What follows belongs to an exercise in optimizing a design on an open flow for small area; a production flow would make more cautious choices. Only simulation tests tie the RTL to the original design; equivalence was not proved. Power and IR drop assume default switching activity.

Design mfc, start of the top module:
module mfc (
    input  wire        clk,
    input  wire        rst,         
    input  wire        psel,
    input  wire        pwrite,
    input  wire [8:2]  paddr,
    input  wire [31:0] pwdata,
    output reg  [31:0] prdata,
    input  wire        rx_valid,
    input  wire [7:0]  rx_data,
    input  wire        rx_timeout,
    input  wire        tx_ready,
    output wire        tx_valid,
    output wire [7:0]  tx_data,
    output wire        irq
);
For scale: about 7200 cells after synthesis, about 2100 flip-flops, roughly 96 I/O pins, roughly 0.080 mm^2 of cells after synthesis.
export LEC_CHECK = 0
export CAP_MARGIN = 10
export CORE_MARGIN = 2
export CORE_UTILIZATION = 62
export GPL_TIMING_DRIVEN = 0
export SETUP_SLACK_MARGIN = 0.5
export SLEW_MARGIN = 10
export SYNTH_HIERARCHICAL = 1
export SYNTH_MINIMUM_KEEP_SIZE = 0
create_clock -name core_clock -period 10.0 [get_ports {clk}]
standard.sh (not shown) runs the stock make flow with config.mk's settings and CLKGATE_MAP_FILE= SYNTH_SCRIPT=/design/flow/synth_recipe.tcl, a recipe that flattens the netlist after the stock synthesis.
==> flow/flow/run.sh <==
#!/bin/bash
# Standard ORFS layout with two changes: port buffers are buf_2 cells (not
# clock delay cells), and the clock tree is built of clkbuf_4
# buffers driving sink clusters of up to 8 flip-flops, without dummy
# balancing loads.
set -euo pipefail
bash standard.sh \
  'BUFFER_PORTS_ARGS=-buffer_cell sky130_fd_sc_hd__buf_2' \
  'CTS_ARGS=-sink_clustering_enable -repair_clock_nets -dont_use_dummy_load -buf_list sky130_fd_sc_hd__clkbuf_4 -sink_clustering_size 8 -sink_clustering_max_diameter 50' \
  finish > standard_flow.log 2>&1
Rerun with:
==> flow/flow/run.sh (replaced) <==
#!/bin/bash
# Standard ORFS layout with two changes: port buffers are buf_2 cells (not
# clock delay cells), and the clock tree is a clkbuf_16 root over clkbuf_8
# buffers driving sink clusters of up to 14 flip-flops, without dummy
# balancing loads.
set -euo pipefail
bash standard.sh \
  'BUFFER_PORTS_ARGS=-buffer_cell sky130_fd_sc_hd__buf_2' \
  'CTS_ARGS=-sink_clustering_enable -repair_clock_nets -dont_use_dummy_load -root_buf sky130_fd_sc_hd__clkbuf_16 -buf_list sky130_fd_sc_hd__clkbuf_8 -sink_clustering_size 14 -sink_clustering_max_diameter 50' \
  finish > standard_flow.log 2>&1
CAP_MARGIN = 20   (was 10)
CORE_UTILIZATION = 55   (was 62)
SETUP_SLACK_MARGIN = 0.6   (was 0.5)
SLEW_MARGIN = 20   (was 10)
What happened:
- combinational power rises by about 2%
- clock power rises by about 4%
- via count falls by 2.6%
- register-to-register slack improved by 130 ps
- sequential power stays flat
- worst setup slack improved by 300 ps
- clock-buffer cell count falls by 130
- core utilization falls by 7.2 points
- cell count rises by 1.2%
Rerun with:
==> flow/flow/run.sh (replaced) <==
#!/bin/bash
# Standard ORFS layout with two changes: port buffers are buf_2 cells (not
# clock delay cells), and the clock tree is a clkbuf_16 root over clkbuf_8
# buffers driving sink clusters of up to 16 flip-flops, without dummy
# balancing loads.
set -euo pipefail
bash standard.sh \
  'BUFFER_PORTS_ARGS=-buffer_cell sky130_fd_sc_hd__buf_2' \
  'CTS_ARGS=-sink_clustering_enable -repair_clock_nets -dont_use_dummy_load -root_buf sky130_fd_sc_hd__clkbuf_16 -buf_list sky130_fd_sc_hd__clkbuf_8 -sink_clustering_size 16 -sink_clustering_max_diameter 50' \
  finish > standard_flow.log 2>&1
CAP_MARGIN = 15   (was 20)
CORE_UTILIZATION = 66   (was 55)
SETUP_SLACK_MARGIN = 0.5   (was 0.6)
SLEW_MARGIN = 15   (was 20)
Total power falls by 2.3%. Synthesized area does not change. Global-route usage rises by 5.9 points. Final area falls by 1.2%. Register-to-register slack gains 90 ps.
Rerun with:
==> flow/flow/run.sh (replaced) <==
#!/bin/bash
# Standard ORFS layout with two changes: port buffers are buf_2 cells (not
# clock delay cells), and the clock tree is built of clkbuf_4
# buffers driving sink clusters of up to 9 flip-flops, without dummy
# balancing loads.
set -euo pipefail
bash standard.sh \
  'BUFFER_PORTS_ARGS=-buffer_cell sky130_fd_sc_hd__buf_2' \
  'CTS_ARGS=-sink_clustering_enable -repair_clock_nets -dont_use_dummy_load -buf_list sky130_fd_sc_hd__clkbuf_4 -sink_clustering_size 9 -sink_clustering_max_diameter 50' \
  finish > standard_flow.log 2>&1
CAP_MARGIN = 20   (was 15)
CORE_UTILIZATION = 55   (was 66)
SETUP_SLACK_MARGIN = 0.6   (was 0.5)
SLEW_MARGIN = 20   (was 15)
Cell area rises by 0.84%.
Sequential power stays flat.
Clock power barely changes.
Die area rises by 20%.
Area after synthesis does not change.
Critical path depth is unchanged.
Non-clock buffer count rises by 26.
Via count falls by 0.76%.
Combinational power rises by 4.5%.
Clock-buffer cell count rises by 124.
Rerun with:
==> flow/flow/run.sh (replaced) <==
#!/bin/bash
# Standard ORFS layout with two changes: port buffers are buf_2 cells (not
# clock delay cells), and the clock tree is a clkbuf_16 root over clkbuf_8
# buffers driving sink clusters of up to 16 flip-flops, without dummy
# balancing loads.
set -euo pipefail
bash standard.sh \
  'BUFFER_PORTS_ARGS=-buffer_cell sky130_fd_sc_hd__buf_2' \
  'CTS_ARGS=-sink_clustering_enable -repair_clock_nets -dont_use_dummy_load -root_buf sky130_fd_sc_hd__clkbuf_16 -buf_list sky130_fd_sc_hd__clkbuf_8 -sink_clustering_size 16 -sink_clustering_max_diameter 50' \
  finish > standard_flow.log 2>&1
CAP_MARGIN = 10   (was 20)
CORE_UTILIZATION = 62   (was 55)
SLEW_MARGIN = 10   (was 20)
What happened: The changed run finished with timing, DRC and antenna clean. Count of clock-buffer cells in the layout fell by 118. Synthesized area is unchanged. Sequential power hardly moves. Combinational power fell by 3.5%.

Setup of main:
mfc, a different RTL version from the one above (not shown whole).
Size: ~7200 cells after synthesis, roughly 2100 flip-flops, ~96 I/O pins, about 0.080 mm2 of cells after synthesis.
## mfc
module mfc (
    input  wire        clk,
    input  wire        rst,         
    input  wire        psel,
    input  wire        pwrite,
    input  wire [8:2]  paddr,
    input  wire [31:0] pwdata,
    output reg  [31:0] prdata,
    input  wire        rx_valid,
    input  wire [7:0]  rx_data,
    input  wire        rx_timeout,
    input  wire        tx_ready,
    output wire        tx_valid,
    output wire [7:0]  tx_data,
    output wire        irq
);
==> flow/config.mk <==
export PLATFORM = sky130hd
export DESIGN_NAME = mfc
export DESIGN_NICKNAME = mfc
export VERILOG_FILES = /design/flow/design.v
export SDC_FILE = /design/flow/constraint.sdc
export NUM_CORES = 4
export LEC_CHECK = 0
export CAP_MARGIN = 20
export CORE_MARGIN = 2
export CORE_UTILIZATION = 50
export GPL_TIMING_DRIVEN = 0
export SETUP_SLACK_MARGIN = 0.3
export SLEW_MARGIN = 20
export SYNTH_HIERARCHICAL = 1
export SYNTH_MINIMUM_KEEP_SIZE = 0
==> flow/constraint.sdc <==
create_clock -name core_clock -period 10.0 [get_ports {clk}]
set_input_delay 2.0000 -clock core_clock [delete_from_list [all_inputs] [get_ports {clk}]]
set_output_delay 2.0000 -clock core_clock [all_outputs]
set_load 0.01 [all_outputs]
==> flow/flow/run.sh <==
#!/bin/bash
# Standard ORFS layout with two changes: port buffers are buf_2 cells (not
# clock delay cells), and the clock tree is a clkbuf_16 root over clkbuf_8
# buffers driving sink clusters of up to 14 flip-flops, without dummy
# balancing loads.
set -euo pipefail
bash standard.sh \
  'BUFFER_PORTS_ARGS=-buffer_cell sky130_fd_sc_hd__buf_2' \
  'CTS_ARGS=-sink_clustering_enable -repair_clock_nets -dont_use_dummy_load -root_buf sky130_fd_sc_hd__clkbuf_16 -buf_list sky130_fd_sc_hd__clkbuf_8 -sink_clustering_size 14 -sink_clustering_max_diameter 50' \
  finish > standard_flow.log 2>&1
main: done, clean on timing, DRC and antenna
Edits applied to the flow inputs when going from main to the feature branch:
Settings: CORE_UTILIZATION changed from 50 to 55; SETUP_SLACK_MARGIN changed from 0.3 to 0.6.
Measured against each other, the feature branch and main differ in clock group share of total power, the higher figure coming from main. Summary of the comparison: area growth from synthesis to final layout is lower in the feature branch, relative to main. The feature branch drops more vias than main. The slowest stage cell on the critical path comes out nor4_2 in one run and or4_4 in the other, namely in main and the feature branch respectively. Setup slack in the feature branch is larger than in main. Comparing die extent in x for the feature branch and main, the bigger number came from main. In the metrics for the feature branch and main, the one carrying the higher fraction of power spent switching nets is main. Summary: with main as the reference, post-layout total power in the feature branch moved down slightly. The feature branch and main ended up with roughly the same area fraction of clock buffers and clock inverters. Lower initial core utilization was reported by main, not the feature branch.

[port drivers added, routing unchanged]
Ports are ideal in the flow. The routed layouts listed here were re-timed in OpenROAD. Step 1 sets driving cells, clkbuf_16 on the clock port and buf_2 on the other inputs (assumed; they add their load-dependent delay and slew). Step 2 times the ports against the registers' clock, not the clock port: input delays grow and output delays shrink by t, the midpoint of the rising clock arrivals with the driver on. a / b / c = ideal / step 1 / step 2; a / b = the first two.
| run | t, ns | setup slack, ns | worst hold slack (ns) | worst setup path at the end | slew at the worst register clock pin (ns) |
|---|---|---|---|---|---|
| the first run of note 1 | 1.384 | 0.292 / 0.096 / 0.096 | 0.474 / 0.474 / 0.474 | input to output | 0.11 / 0.11 |
| the second run of note 1 | 0.837 | 0.588 / 0.430 / 0.430 | 0.469 / 0.469 / 0.469 | input to output | 0.10 / 0.10 |
| the third run of note 1 | 0.838 | 0.369 / 0.190 / 0.190 | 0.472 / 0.472 / 0.472 | input to output | 0.11 / 0.11 |
| the fourth run of note 1 | 1.366 | 0.540 / 0.393 / 0.393 | 0.474 / 0.474 / 0.474 | input to output | 0.12 / 0.12 |
| the fifth run of note 1 | 0.859 | 0.403 / 0.174 / 0.174 | 0.467 / 0.467 / 0.467 | input to output | 0.11 / 0.11 |
| main | 0.893 | 0.145 / 0.123 / 0.123 | 0.470 / 0.470 / 0.470 | input to output | 0.10 / 0.10 |
| the feature branch | 0.840 | 0.513 / 0.393 / 0.393 | 0.469 / 0.469 / 0.469 | input to output | 0.09 / 0.09 |
After both steps setup and hold are still met in every run listed. For the fifth run of note 1, which loses most, drivers alone change the setup slack by -0.229 ns; drivers and shift together by -0.229 ns.
